From an optimization exercise on the open Yosys and OpenROAD flow, aimed at small area; shortcuts taken in it are not production practice. Function was checked by simulation only, so behaviour that the tests miss may differ from the original. Power is estimated from default activity; no workload was simulated.

--- design.v ---
module oscq_sine (
    input  wire        q0,
    input  wire [7:0]  i,
    output wire [12:0] val
);
    wire [8:0] k = q0 ? (9'd256 - {1'b0, i}) : {1'b0, i};
    wire [4:0] h = k[8:4];
    wire [3:0] l = k[3:0];
    reg  [12:0] a;
    reg  [4:0]  b;
    reg  [3:0]  r;
    always @(*) begin
        case (h)
            5'd0: begin a = 13'd0; b = 5'd25; end
            5'd1: begin a = 13'd399; b = 5'd25; end
            5'd2: begin a = 13'd799; b = 5'd24; end
            5'd3: begin a = 13'd1184; b = 5'd24; end
            5'd4: begin a = 13'd1563; b = 5'd23; end
            5'd5: begin a = 13'd1924; b = 5'd22; end
            5'd6: begin a = 13'd2275; b = 5'd20; end
            5'd7: begin a = 13'd2593; b = 5'd19; end
            5'd8: begin a = 13'd2895; b = 5'd17; end
            5'd9: begin a = 13'd3166; b = 5'd15; end
            5'd10: begin a = 13'd3405; b = 5'd13; end
            5'd11: begin a = 13'd3609; b = 5'd11; end
            5'd12: begin a = 13'd3777; b = 5'd9; end
            5'd13: begin a = 13'd3919; b = 5'd6; end
            5'd14: begin a = 13'd4013; b = 5'd4; end
            5'd15: begin a = 13'd4076; b = 5'd1; end
            5'd16: begin a = 13'd4096; b = 5'd0; end
            default: begin a = 13'd0; b = 5'd0; end
        endcase
    end
    always @(*) begin
        case (k)
            9'd0: r = 4'd0;
            9'd1: r = 4'd0;
            9'd2: r = 4'd0;
            9'd3: r = 4'd0;
            9'd4: r = 4'd0;
            9'd5: r = 4'd0;
            9'd6: r = 4'd0;
            9'd7: r = 4'd0;
            9'd8: r = 4'd1;
            9'd9: r = 4'd1;
            9'd10: r = 4'd1;
            9'd11: r = 4'd1;
            9'd12: r = 4'd1;
            9'd13: r = 4'd1;
            9'd14: r = 4'd1;
            9'd15: r = 4'd1;
            9'd16: r = 4'd2;
            9'd17: r = 4'd2;
            9'd18: r = 4'd2;
            9'd19: r = 4'd2;
            9'd20: r = 4'd2;
            9'd21: r = 4'd2;
            9'd22: r = 4'd2;
            9'd23: r = 4'd2;
            9'd24: r = 4'd2;
            9'd25: r = 4'd1;
            9'd26: r = 4'd1;
            9'd27: r = 4'd1;
            9'd28: r = 4'd1;
            9'd29: r = 4'd1;
            9'd30: r = 4'd0;
            9'd31: r = 4'd0;
            9'd32: r = 4'd0;
            9'd33: r = 4'd0;
            9'd34: r = 4'd1;
            9'd35: r = 4'd1;
            9'd36: r = 4'd2;
            9'd37: r = 4'd3;
            9'd38: r = 4'd3;
            9'd39: r = 4'd3;
            9'd40: r = 4'd4;
            9'd41: r = 4'd4;
            9'd42: r = 4'd4;
            9'd43: r = 4'd5;
            9'd44: r = 4'd5;
            9'd45: r = 4'd5;
            9'd46: r = 4'd5;
            9'd47: r = 4'd5;
            9'd48: r = 4'd5;
            9'd49: r = 4'd5;
            9'd50: r = 4'd5;
            9'd51: r = 4'd5;
            9'd52: r = 4'd4;
            9'd53: r = 4'd4;
            9'd54: r = 4'd4;
            9'd55: r = 4'd4;
            9'd56: r = 4'd3;
            9'd57: r = 4'd3;
            9'd58: r = 4'd3;
            9'd59: r = 4'd2;
            9'd60: r = 4'd2;
            9'd61: r = 4'd1;
            9'd62: r = 4'd0;
            9'd63: r = 4'd0;
            9'd64: r = 4'd4;
            9'd65: r = 4'd4;
            9'd66: r = 4'd4;
            9'd67: r = 4'd4;
            9'd68: r = 4'd4;
            9'd69: r = 4'd4;
            9'd70: r = 4'd4;
            9'd71: r = 4'd4;
            9'd72: r = 4'd4;
            9'd73: r = 4'd4;
            9'd74: r = 4'd3;
            9'd75: r = 4'd3;
            9'd76: r = 4'd2;
            9'd77: r = 4'd2;
            9'd78: r = 4'd1;
            9'd79: r = 4'd0;
            9'd80: r = 4'd6;
            9'd81: r = 4'd7;
            9'd82: r = 4'd7;
            9'd83: r = 4'd7;
            9'd84: r = 4'd6;
            9'd85: r = 4'd6;
            9'd86: r = 4'd6;
            9'd87: r = 4'd6;
            9'd88: r = 4'd5;
            9'd89: r = 4'd5;
            9'd90: r = 4'd4;
            9'd91: r = 4'd4;
            9'd92: r = 4'd3;
            9'd93: r = 4'd2;
            9'd94: r = 4'd1;
            9'd95: r = 4'd0;
            9'd96: r = 4'd0;
            9'd97: r = 4'd1;
            9'd98: r = 4'd2;
            9'd99: r = 4'd2;
            9'd100: r = 4'd3;
            9'd101: r = 4'd4;
            9'd102: r = 4'd4;
            9'd103: r = 4'd4;
            9'd104: r = 4'd5;
            9'd105: r = 4'd5;
            9'd106: r = 4'd5;
            9'd107: r = 4'd5;
            9'd108: r = 4'd5;
            9'd109: r = 4'd4;
            9'd110: r = 4'd4;
            9'd111: r = 4'd4;
            9'd112: r = 4'd5;
            9'd113: r = 4'd5;
            9'd114: r = 4'd6;
            9'd115: r = 4'd6;
            9'd116: r = 4'd6;
            9'd117: r = 4'd6;
            9'd118: r = 4'd6;
            9'd119: r = 4'd6;
            9'd120: r = 4'd5;
            9'd121: r = 4'd5;
            9'd122: r = 4'd4;
            9'd123: r = 4'd4;
            9'd124: r = 4'd3;
            9'd125: r = 4'd2;
            9'd126: r = 4'd1;
            9'd127: r = 4'd0;
            9'd128: r = 4'd1;
            9'd129: r = 4'd2;
            9'd130: r = 4'd2;
            9'd131: r = 4'd3;
            9'd132: r = 4'd3;
            9'd133: r = 4'd3;
            9'd134: r = 4'd4;
            9'd135: r = 4'd4;
            9'd136: r = 4'd3;
            9'd137: r = 4'd3;
            9'd138: r = 4'd3;
            9'd139: r = 4'd3;
            9'd140: r = 4'd2;
            9'd141: r = 4'd1;
            9'd142: r = 4'd1;
            9'd143: r = 4'd0;
            9'd144: r = 4'd0;
            9'd145: r = 4'd1;
            9'd146: r = 4'd1;
            9'd147: r = 4'd2;
            9'd148: r = 4'd3;
            9'd149: r = 4'd3;
            9'd150: r = 4'd3;
            9'd151: r = 4'd3;
            9'd152: r = 4'd4;
            9'd153: r = 4'd3;
            9'd154: r = 4'd3;
            9'd155: r = 4'd3;
            9'd156: r = 4'd2;
            9'd157: r = 4'd2;
            9'd158: r = 4'd1;
            9'd159: r = 4'd0;
            9'd160: r = 4'd0;
            9'd161: r = 4'd1;
            9'd162: r = 4'd2;
            9'd163: r = 4'd3;
            9'd164: r = 4'd3;
            9'd165: r = 4'd3;
            9'd166: r = 4'd4;
            9'd167: r = 4'd4;
            9'd168: r = 4'd4;
            9'd169: r = 4'd4;
            9'd170: r = 4'd3;
            9'd171: r = 4'd3;
            9'd172: r = 4'd2;
            9'd173: r = 4'd2;
            9'd174: r = 4'd1;
            9'd175: r = 4'd0;
            9'd176: r = 4'd3;
            9'd177: r = 4'd4;
            9'd178: r = 4'd4;
            9'd179: r = 4'd5;
            9'd180: r = 4'd5;
            9'd181: r = 4'd5;
            9'd182: r = 4'd6;
            9'd183: r = 4'd5;
            9'd184: r = 4'd5;
            9'd185: r = 4'd5;
            9'd186: r = 4'd5;
            9'd187: r = 4'd4;
            9'd188: r = 4'd3;
            9'd189: r = 4'd2;
            9'd190: r = 4'd1;
            9'd191: r = 4'd0;
            9'd192: r = 4'd7;
            9'd193: r = 4'd7;
            9'd194: r = 4'd8;
            9'd195: r = 4'd8;
            9'd196: r = 4'd8;
            9'd197: r = 4'd8;
            9'd198: r = 4'd8;
            9'd199: r = 4'd8;
            9'd200: r = 4'd7;
            9'd201: r = 4'd7;
            9'd202: r = 4'd6;
            9'd203: r = 4'd5;
            9'd204: r = 4'd4;
            9'd205: r = 4'd3;
            9'd206: r = 4'd1;
            9'd207: r = 4'd0;
            9'd208: r = 4'd0;
            9'd209: r = 4'd1;
            9'd210: r = 4'd2;
            9'd211: r = 4'd3;
            9'd212: r = 4'd4;
            9'd213: r = 4'd5;
            9'd214: r = 4'd5;
            9'd215: r = 4'd6;
            9'd216: r = 4'd6;
            9'd217: r = 4'd6;
            9'd218: r = 4'd6;
            9'd219: r = 4'd5;
            9'd220: r = 4'd5;
            9'd221: r = 4'd4;
            9'd222: r = 4'd4;
            9'd223: r = 4'd3;
            9'd224: r = 4'd4;
            9'd225: r = 4'd5;
            9'd226: r = 4'd5;
            9'd227: r = 4'd6;
            9'd228: r = 4'd6;
            9'd229: r = 4'd6;
            9'd230: r = 4'd7;
            9'd231: r = 4'd6;
            9'd232: r = 4'd6;
            9'd233: r = 4'd6;
            9'd234: r = 4'd5;
            9'd235: r = 4'd5;
            9'd236: r = 4'd4;
            9'd237: r = 4'd3;
            9'd238: r = 4'd2;
            9'd239: r = 4'd0;
            9'd240: r = 4'd0;
            9'd241: r = 4'd1;
            9'd242: r = 4'd2;
            9'd243: r = 4'd4;
            9'd244: r = 4'd4;
            9'd245: r = 4'd5;
            9'd246: r = 4'd6;
            9'd247: r = 4'd6;
            9'd248: r = 4'd7;
            9'd249: r = 4'd7;
            9'd250: r = 4'd7;
            9'd251: r = 4'd7;
            9'd252: r = 4'd6;
            9'd253: r = 4'd6;
            9'd254: r = 4'd5;
            9'd255: r = 4'd4;
            9'd256: r = 4'd0;
            default: r = 4'd0;
        endcase
    end
    assign val = a + b * l + r;
endmodule
module oscq_wave (
    input  wire [2:0]  op,       
    input  wire [31:0] phase,
    input  wire [31:0] duty,
    input  wire [31:0] xin,
    input  wire [15:0] imm16,
    output wire [15:0] sample
);
    wire p31 = phase[31];
    wire [12:0] smag;
    oscq_sine u_sine (.q0(phase[30]), .i(phase[29:22]), .val(smag));
    wire [15:0] sin_b = {3'b000, smag} ^ {16{p31}};
    wire [15:0] ramp_b = {{4{~p31}}, phase[30:19]};
    wire        ramp_c = ~p31 & (|phase[18:0]);
    wire [15:0] tri_t  = {{4{~phase[30]}}, phase[29:18]};
    wire        tri_tc = ~phase[30] & (|phase[17:0]);
    wire [15:0] tri_b  = tri_t ^ {16{p31}};
    wire        tri_c  = tri_tc ^ p31;
    wire gt;
    oscq_cmp32 u_cmp (.a(phase), .b(duty), .gt(gt));
    wire [15:0] pwm_b = {~gt, ~gt, ~gt, 1'b1, 12'd0};
    wire [15:0] qx_b = xin[27:12];
    wire        qx_c = xin[31] & (|xin[11:0]);
    reg [15:0] base;
    reg        cin;
    always @(*) begin
        case (op)
            3'd1:    begin base = sin_b;  cin = p31;    end
            3'd2:    begin base = ramp_b; cin = ramp_c; end
            3'd3:    begin base = tri_b;  cin = tri_c;  end
            3'd4:    begin base = pwm_b;  cin = 1'b0;   end
            3'd5:    begin base = qx_b;   cin = qx_c;   end
            default: begin base = imm16;  cin = 1'b0;   end
        endcase
    end
    oscq_inc16 u_inc (.a(base), .ci(cin), .s(sample));
endmodule
module oscq_inc16 (input wire [15:0] a, input wire ci, output wire [15:0] s);
    wire [16:0] c;
    assign c[0] = ci;
    genvar i;
    generate
        for (i = 0; i < 16; i = i + 1) begin : g_i
            oscq_ha u_h (.a(a[i]), .b(c[i]), .s(s[i]), .co(c[i+1]));
        end
    endgenerate
endmodule
module oscq_gtc (input wire a, input wire bn, input wire ci, output wire co);
    assign co = (a & bn) | (ci & (a | bn));
endmodule
module oscq_cmp32 (input wire [31:0] a, input wire [31:0] b, output wire gt);
    wire [31:0] bn = ~b;
    wire [16:0] cl;
    wire [16:0] c0;
    wire [16:0] c1;
    assign cl[0] = 1'b0;
    assign c0[0] = 1'b0;
    assign c1[0] = 1'b1;
    genvar i;
    generate
        for (i = 0; i < 16; i = i + 1) begin : g_c
            oscq_gtc u_l  (.a(a[i]),      .bn(bn[i]),      .ci(cl[i]), .co(cl[i+1]));
            oscq_gtc u_h0 (.a(a[16 + i]), .bn(bn[16 + i]), .ci(c0[i]), .co(c0[i+1]));
            oscq_gtc u_h1 (.a(a[16 + i]), .bn(bn[16 + i]), .ci(c1[i]), .co(c1[i+1]));
        end
    endgenerate
    assign gt = cl[16] ? c1[16] : c0[16];
endmodule
module oscq (
    input  wire        clk,
    input  wire        rst,         
    input  wire        tx_valid,
    input  wire        tx_rw,       
    input  wire [3:0]  tx_idx,
    input  wire [31:0] tx_data,
    output reg         rd_valid,
    output wire [31:0] rd_data,
    output reg         smp_valid,
    output wire [15:0] smp_data,
    output wire        done
);
    reg [31:0] freq_r;
    reg [31:0] phase_r;
    reg [31:0] duty_r;
    reg [31:0] count_r;
    reg [31:0] xin_r;
    reg [15:0] sample_r;
    reg        err_overrun;
    reg        err_illcmd;
    reg        err_addr;
    reg [2:0]  rd_sel;
    assign done     = ~|count_r;
    assign smp_data = sample_r;
    wire       is_rd   = tx_valid & ~tx_rw;
    wire       is_wr   = tx_valid &  tx_rw;
    wire [2:0] op      = tx_data[2:0];
    wire [15:0] imm16  = tx_data[31:16];
    wire lo_slot  = ~tx_idx[3] & (~tx_idx[2] | (tx_idx[1:0] == 2'b00));    
    wire wr_reg   = is_wr & lo_slot;
    wire wr_cmd   = is_wr & (tx_idx == 4'd5);
    wire addr_err = (is_rd & (tx_idx[3] | (tx_idx[2:0] == 3'd5))) |
                    (is_wr & (tx_idx[3] | (tx_idx[2:1] == 2'b11)));
    wire cmd_legal = (tx_data[15:3] == 13'd0) & ((op == 3'd6) | (imm16 == 16'd0));
    wire cmd_ok    = wr_cmd & cmd_legal;
    wire ill_cmd   = wr_cmd & ~cmd_legal;
    wire is_osc    = cmd_ok & ((op != 3'd0) & ~op[2] | (op == 3'd4));
    wire overrun   = is_osc & done;
    wire osc_go    = is_osc & ~done;
    wire do_xp     = cmd_ok & ((op == 3'd5) | (op == 3'd6));
    wire do_reset  = cmd_ok & (op == 3'd7);
    wire emit      = osc_go | do_xp;
    wire clr       = rst | do_reset;
    wire [31:0] phase_sum;
    wire [31:0] count_dec;       
    oscq_add32 u_add (.a(phase_r), .b(freq_r), .s(phase_sum));
    oscq_dec32 u_dec (.a(count_r), .g(osc_go), .s(count_dec));
    wire [15:0] new_sample;
    oscq_wave u_wave (
        .op    (op),
        .phase (phase_r),
        .duty  (duty_r),
        .xin   (xin_r),
        .imm16 (imm16),
        .sample(new_sample)
    );
    wire [7:0] rs;      
    assign rs[0] = (rd_sel == 3'd0);
    assign rs[1] = (rd_sel == 3'd1);
    assign rs[2] = (rd_sel == 3'd2);
    assign rs[3] = (rd_sel == 3'd3);
    assign rs[4] = (rd_sel == 3'd4);
    assign rs[5] = 1'b0;
    assign rs[6] = (rd_sel == 3'd6);
    assign rs[7] = (rd_sel == 3'd7);
    wire [31:0] smp_ext = {{16{sample_r[15]}}, sample_r};
    wire [3:0]  status  = {err_addr, err_illcmd, err_overrun, done};
    genvar gi;
    generate
        for (gi = 0; gi < 32; gi = gi + 1) begin : g_rd
            if (gi < 4) begin : g_st
                oscq_rd7 u_rd (.s(rs), .f(freq_r[gi]), .p(phase_r[gi]), .d(duty_r[gi]), .c(count_r[gi]),
                               .x(xin_r[gi]), .m(smp_ext[gi]), .t(status[gi]), .y(rd_data[gi]));
            end else begin : g_no
                oscq_rd6 u_rd (.s(rs), .f(freq_r[gi]), .p(phase_r[gi]), .d(duty_r[gi]), .c(count_r[gi]),
                               .x(xin_r[gi]), .m(smp_ext[gi]), .y(rd_data[gi]));
            end
        end
    endgenerate
    wire wr_freq  = wr_reg & (tx_idx[2:0] == 3'd0);
    wire wr_phase = wr_reg & (tx_idx[2:0] == 3'd1);
    wire wr_duty  = wr_reg & (tx_idx[2:0] == 3'd2);
    wire wr_count = wr_reg & (tx_idx[2:0] == 3'd3);
    wire wr_xin   = wr_reg & tx_idx[2];
    wire w_freq  = wr_freq  & ~rst,  h_freq  = ~(wr_freq  | clr);
    wire w_duty  = wr_duty  & ~rst,  h_duty  = ~(wr_duty  | clr);
    wire w_xin   = wr_xin   & ~rst,  h_xin   = ~(wr_xin   | clr);
    wire w_phase = wr_phase & ~rst,  g_phase = osc_go & ~rst,  h_phase = ~(wr_phase | osc_go | clr);
    wire w_count = wr_count & ~rst,  h_count = ~(wr_count | clr);
    wire w_smp   = emit & ~rst,      h_smp   = ~(emit | clr);
    wire [31:0] freq_nx, duty_nx, xin_nx, phase_nx, count_nx;
    wire [15:0] sample_nx;
    generate
        for (gi = 0; gi < 32; gi = gi + 1) begin : g_up
            oscq_upd2 u_f (.w(w_freq),  .d(tx_data[gi]), .h(h_freq),  .q(freq_r[gi]),  .y(freq_nx[gi]));
            oscq_upd2 u_d (.w(w_duty),  .d(tx_data[gi]), .h(h_duty),  .q(duty_r[gi]),  .y(duty_nx[gi]));
            oscq_upd2 u_x (.w(w_xin),   .d(tx_data[gi]), .h(h_xin),   .q(xin_r[gi]),   .y(xin_nx[gi]));
            oscq_upd2 u_c (.w(w_count), .d(tx_data[gi]), .h(h_count), .q(count_dec[gi]), .y(count_nx[gi]));
            oscq_upd3 u_p (.w(w_phase), .d(tx_data[gi]), .g(g_phase), .u(phase_sum[gi]),
                           .h(h_phase), .q(phase_r[gi]), .y(phase_nx[gi]));
        end
        for (gi = 0; gi < 16; gi = gi + 1) begin : g_us
            oscq_upd2 u_s (.w(w_smp), .d(new_sample[gi]), .h(h_smp), .q(sample_r[gi]), .y(sample_nx[gi]));
        end
    endgenerate
    always @(posedge clk) begin
        freq_r   <= freq_nx;
        phase_r  <= phase_nx;
        duty_r   <= duty_nx;
        count_r  <= count_nx;
        xin_r    <= xin_nx;
        sample_r <= sample_nx;
        if (clr) begin
            err_overrun <= 1'b0;
            err_illcmd  <= 1'b0;
            err_addr    <= 1'b0;
        end else begin
            if (overrun)  err_overrun <= 1'b1;
            if (ill_cmd)  err_illcmd  <= 1'b1;
            if (addr_err) err_addr    <= 1'b1;
        end
    end
    always @(posedge clk) begin
        rd_valid  <= ~rst & is_rd;
        smp_valid <= ~rst & emit;
        rd_sel    <= tx_idx[3] ? 3'd5 : tx_idx[2:0];
    end
endmodule
module oscq_fa (input wire a, input wire b, input wire c, output wire s, output wire co);
    assign s  = a ^ b ^ c;
    assign co = (a & b) | (c & (a ^ b));
endmodule
module oscq_ha (input wire a, input wire b, output wire s, output wire co);
    assign s  = a ^ b;
    assign co = a & b;
endmodule
module oscq_zc_n (input wire z, input wire a, output wire zn);
    assign zn = ~(z & ~a);
endmodule
module oscq_zc_p (input wire zn, input wire a, output wire z);
    assign z = ~(zn | a);
endmodule
module oscq_add32 (input wire [31:0] a, input wire [31:0] b, output wire [31:0] s);
    wire [16:0] cl;
    wire [16:0] ch;
    wire [15:0] h0;
    oscq_ha u_l0 (.a(a[0]),  .b(b[0]),  .s(s[0]), .co(cl[1]));
    oscq_ha u_h0 (.a(a[16]), .b(b[16]), .s(h0[0]), .co(ch[1]));
    genvar i;
    generate
        for (i = 1; i < 16; i = i + 1) begin : g_rc
            oscq_fa u_l (.a(a[i]),      .b(b[i]),      .c(cl[i]), .s(s[i]),  .co(cl[i+1]));
            oscq_fa u_h (.a(a[16 + i]), .b(b[16 + i]), .c(ch[i]), .s(h0[i]), .co(ch[i+1]));
        end
    endgenerate
    wire [15:0] p;
    assign p[0] = 1'b1;
    generate
        for (i = 1; i < 16; i = i + 1) begin : g_p
            assign p[i] = p[i-1] & h0[i-1];
        end
    endgenerate
    assign s[31:16] = h0 ^ (p & {16{cl[16]}});
endmodule
module oscq_dec32 (input wire [31:0] a, input wire g, output wire [31:0] s);
    wire [32:0] z;    
    assign z[0] = g;
    genvar i;
    generate
        for (i = 0; i < 32; i = i + 2) begin : g_d
            oscq_zc_n u_n (.z(z[i]),     .a(a[i]),   .zn(z[i+1]));
            oscq_zc_p u_p (.zn(z[i+1]),  .a(a[i+1]), .z(z[i+2]));
            assign s[i]   = a[i] ^ z[i];
            assign s[i+1] = ~(a[i+1] ^ z[i+1]);
        end
    endgenerate
endmodule
module oscq_upd2 (input wire w, input wire d, input wire h, input wire q, output wire y);
    assign y = (w & d) | (h & q);
endmodule
module oscq_upd3 (input wire w, input wire d, input wire g, input wire u,
                  input wire h, input wire q, output wire y);
    assign y = (w & d) | (g & u) | (h & q);
endmodule
module oscq_rd6 (input wire [7:0] s, input wire f, input wire p, input wire d, input wire c,
                 input wire x, input wire m, output wire y);
    assign y = (s[0] & f) | (s[1] & p) | (s[2] & d) | (s[3] & c) | (s[4] & x) | (s[6] & m);
endmodule
module oscq_rd7 (input wire [7:0] s, input wire f, input wire p, input wire d, input wire c,
                 input wire x, input wire m, input wire t, output wire y);
    assign y = (s[0] & f) | (s[1] & p) | (s[2] & d) | (s[3] & c) | (s[4] & x) | (s[6] & m) | (s[7] & t);
endmodule
--- run.sh ---
#!/bin/bash
# synth_recipe.tcl (not shown) runs the flow's synth.tcl, then flattens the netlist and writes it again
# the make line also repeats each setting of config.mk as NAME=value (left out here)
make -C /OpenROAD-flow-scripts/flow DESIGN_CONFIG=/design/flow/config.mk WORK_HOME=/design/flow/orfs CLKGATE_MAP_FILE= SYNTH_SCRIPT=/design/flow/synth_recipe.tcl finish
--- config.mk ---
export PLATFORM = sky130hd
export DESIGN_NAME = oscq
export DESIGN_NICKNAME = oscq
export VERILOG_FILES = /design/flow/design.v
export SDC_FILE = /design/flow/constraint.sdc
export NUM_CORES = 4
export LEC_CHECK = 0
export CAP_MARGIN = 20
export CORE_MARGIN = 2
export CORE_UTILIZATION = 40
export SLEW_MARGIN = 20
export SYNTH_HIERARCHICAL = 1
export SYNTH_MEMORY_MAX_BITS = 16384
--- constraint.sdc ---
create_clock -name core_clock -period 10.0 [get_ports {clk}]
set_input_delay 2.0000 -clock core_clock [delete_from_list [all_inputs] [get_ports {clk}]]
set_output_delay 2.0000 -clock core_clock [all_outputs]
set_load 0.01 [all_outputs]
==> results.txt <==
critical path's slowest cell=fa_1; highest clock rate=116 MHz; WP data required=10320 ps; Worst Tran Pin Value=1170 ps; Worst Hold Class=reg2reg; hold_buf cts=0; routed vias=12351; all-layer global routing usage=0.268; Die W=184 µm; crit-path max FO=18; largest net degree at the start of global routing=40; Clock Latency Late Sink=440 ps; # rows=65; first-pass GRT wire length=70400 µm; Slew Limit Headroom=0.216; leakage=6.19 nW; type of origin of the critical path=flop; core footprint=31700 µm²; Vias/cell=6.41; kind of critical path=reg2reg; Post-CTS Setup Bufs=0; Tmin final=8630 ps; Hold Path Origin=xin_r[28]; Avg Synthesized Cell Area=9.16 µm²; setup violators final=0; Detail Placement HPWL=31100 µm; CTS tree=built; RSZ-0062 raised after global routing=no; NumNets Final=1642; DRT iter0 DRCs=1560; GRT Residual Overflow=0; Max Slew Vio Count=0; Worst EP arrival=8950 ps; cells after synthesis=1416; Final ANT Viol Nets=0; clock buffer depth=2; Ys Warns=9; period utilization=0.863; drt first pass iters=6; slowest stage delay, CP=590 ps; Critical Path Sink=sample_r[15]; Total Wirelength=45200 µm; Final Hold Fails=0; CTS Sinks=184; Total Power=1.61 mW; P&R area growth vs syn=16.4%; H-Tree Depth=4; reg2reg start=phase_r[23]; Routed WL per cell=23.5 µm; Sum Neg Setup Slack=0 ps; R2R Setup Slk=1370 ps; clock-pin slew on the worst setup and hold paths=70 ps; DRC=0; port bufs=90; # resized after CTS=0; CP Capture Type=flop; Setup Skew=14.5 ps; Synth Cell Area=13000 µm²; status=no timing/DRC/antenna violations; vias in the first global route=11816; TritonCTS buffer count=17; depth of the most critical reg-to-reg path=34; Max Cap Viol=0; layout cell share with drive strength beyond 1=0.112; die height=184 µm; IR drop worst, VDD=114 µV; Crit path top cell by count=ha_1; Die ar.=33900 µm²; Worst Setup SP=phase_r[23]; worst flop-to-flop path endpoint=sample_r[15]; Initial Util=0.409; root buffer cell=clkbuf_16; Final Wtd Congestion=0.927; # IOs=91; PwrDens=107 nW/µm²; antenna violations before repair=2
## cell usage in the layout, fill, tap and decap left out, types with 49 or more instances in the layout
cell and instances:
a22o_1 144, nand3_1 54, clkdlybuf4s50_1 89, nand2_1 58
a22oi_1 93, dfxtp_1 184, xnor2_1 49, nor2_1 84
inv_1 101, a21oi_1 60
## stage by stage
stage	instance area (µm²)	hold slack [ps]	cells	utilization	setup WS (ps)
2_1_floorplan	13000	437	1417	-	1360
3_3_place_gp	14500	452	1891	0.457	1470
3_5_place_dp	14500	459	1892	0.457	1300
4_1_cts	15100	475	1924	0.475	1470
5_1_grt	15100	497	1925	0.476	972
6_report	15100	474	1926	0.476	1370
## power breakdown
group | internal, mW | switching (mW) | leakage (nW)
combinational | 0.0744 | 0.116 | 4.43
sequential | 0.738 | 0.00803 | 1.48
clock | 0.374 | 0.299 | 0.276
total | 1.19 | 0.422 | 6.19
## worst min path at each step
stage | end | cells after the start | slack (ps)
global route | err_illcmd | 1 | 500
global placement | xin_r[28] | 1 | 450
CTS | xin_r[28] | 1 | 480
floorplan | err_addr | 2 | 440
detailed placement | xin_r[28] | 1 | 460
finish | xin_r[28] | 1 | 470
## routing by layer
metal	GRT usage	vias up	part of all wire
met3	0.0468	73	0.073
met5	0	-	0.00024
met4	0.0755	2	0.021
met1	0.371	6098	0.45
met2	0.427	533	0.46
li1	-	5645	-
## registers in the layout, summed over array words and instances (netlist names), 3 cells and up
register / cells
phase_r: 32
count_r: 32
rd_sel: 3
duty_r: 32
sample_r: 16
freq_r: 32
xin_r: 32
## final cells by class
| class | count | area (µm²) |
|---|---|---|
| diodes | 1 | 2.50 |
| clock buffers | 20 | 447 |
| clock inverters | 12 | 125 |
| fillers | 3057 | 16600 |
| inverters | 102 | 385 |
| multi-input cells | 1075 | 8730 |
| flip-flops and latches | 184 | 3680 |
| well taps | 402 | 503 |
| repair buffers | 130 | 1220 |
## worst max-delay path: cells and delay by family, from the launching register on
kind	cells	cell delay, ps
multiplexers	1	380
AO/OA/AOI/OAI	7	1700
adder cells (fa/ha/maj)	19	4700
AND/OR/NAND/NOR	2	360
XOR/XNOR	1	220
flip-flops	1	310
buffers and inverters	4	840

==> afterwards: timing with drivers on the ports <==
No port has a modelled driver above. Below, the same layout with a new extraction and two added sets of constraints. Step 1, drivers: a clkbuf_16 drives clk and a buf_2 each remaining input, both assumed. Step 2 times the ports against the registers' clock, not the clock port: input delays grow and output delays shrink by t, the midpoint of the rising clock arrivals with the driver on. a / b / c = no drivers / after step 1 / after step 2; a / b = the first two.
t, ns: 0.479
slack for setup (ns): 1.370 / 1.370 / 1.116
slew at the worst register clock pin (ns): 0.08 / 0.08
After both steps setup and hold are still met in this run. For this run, drivers alone change the setup slack by 0.000 ns; drivers and shift together by -0.254 ns.
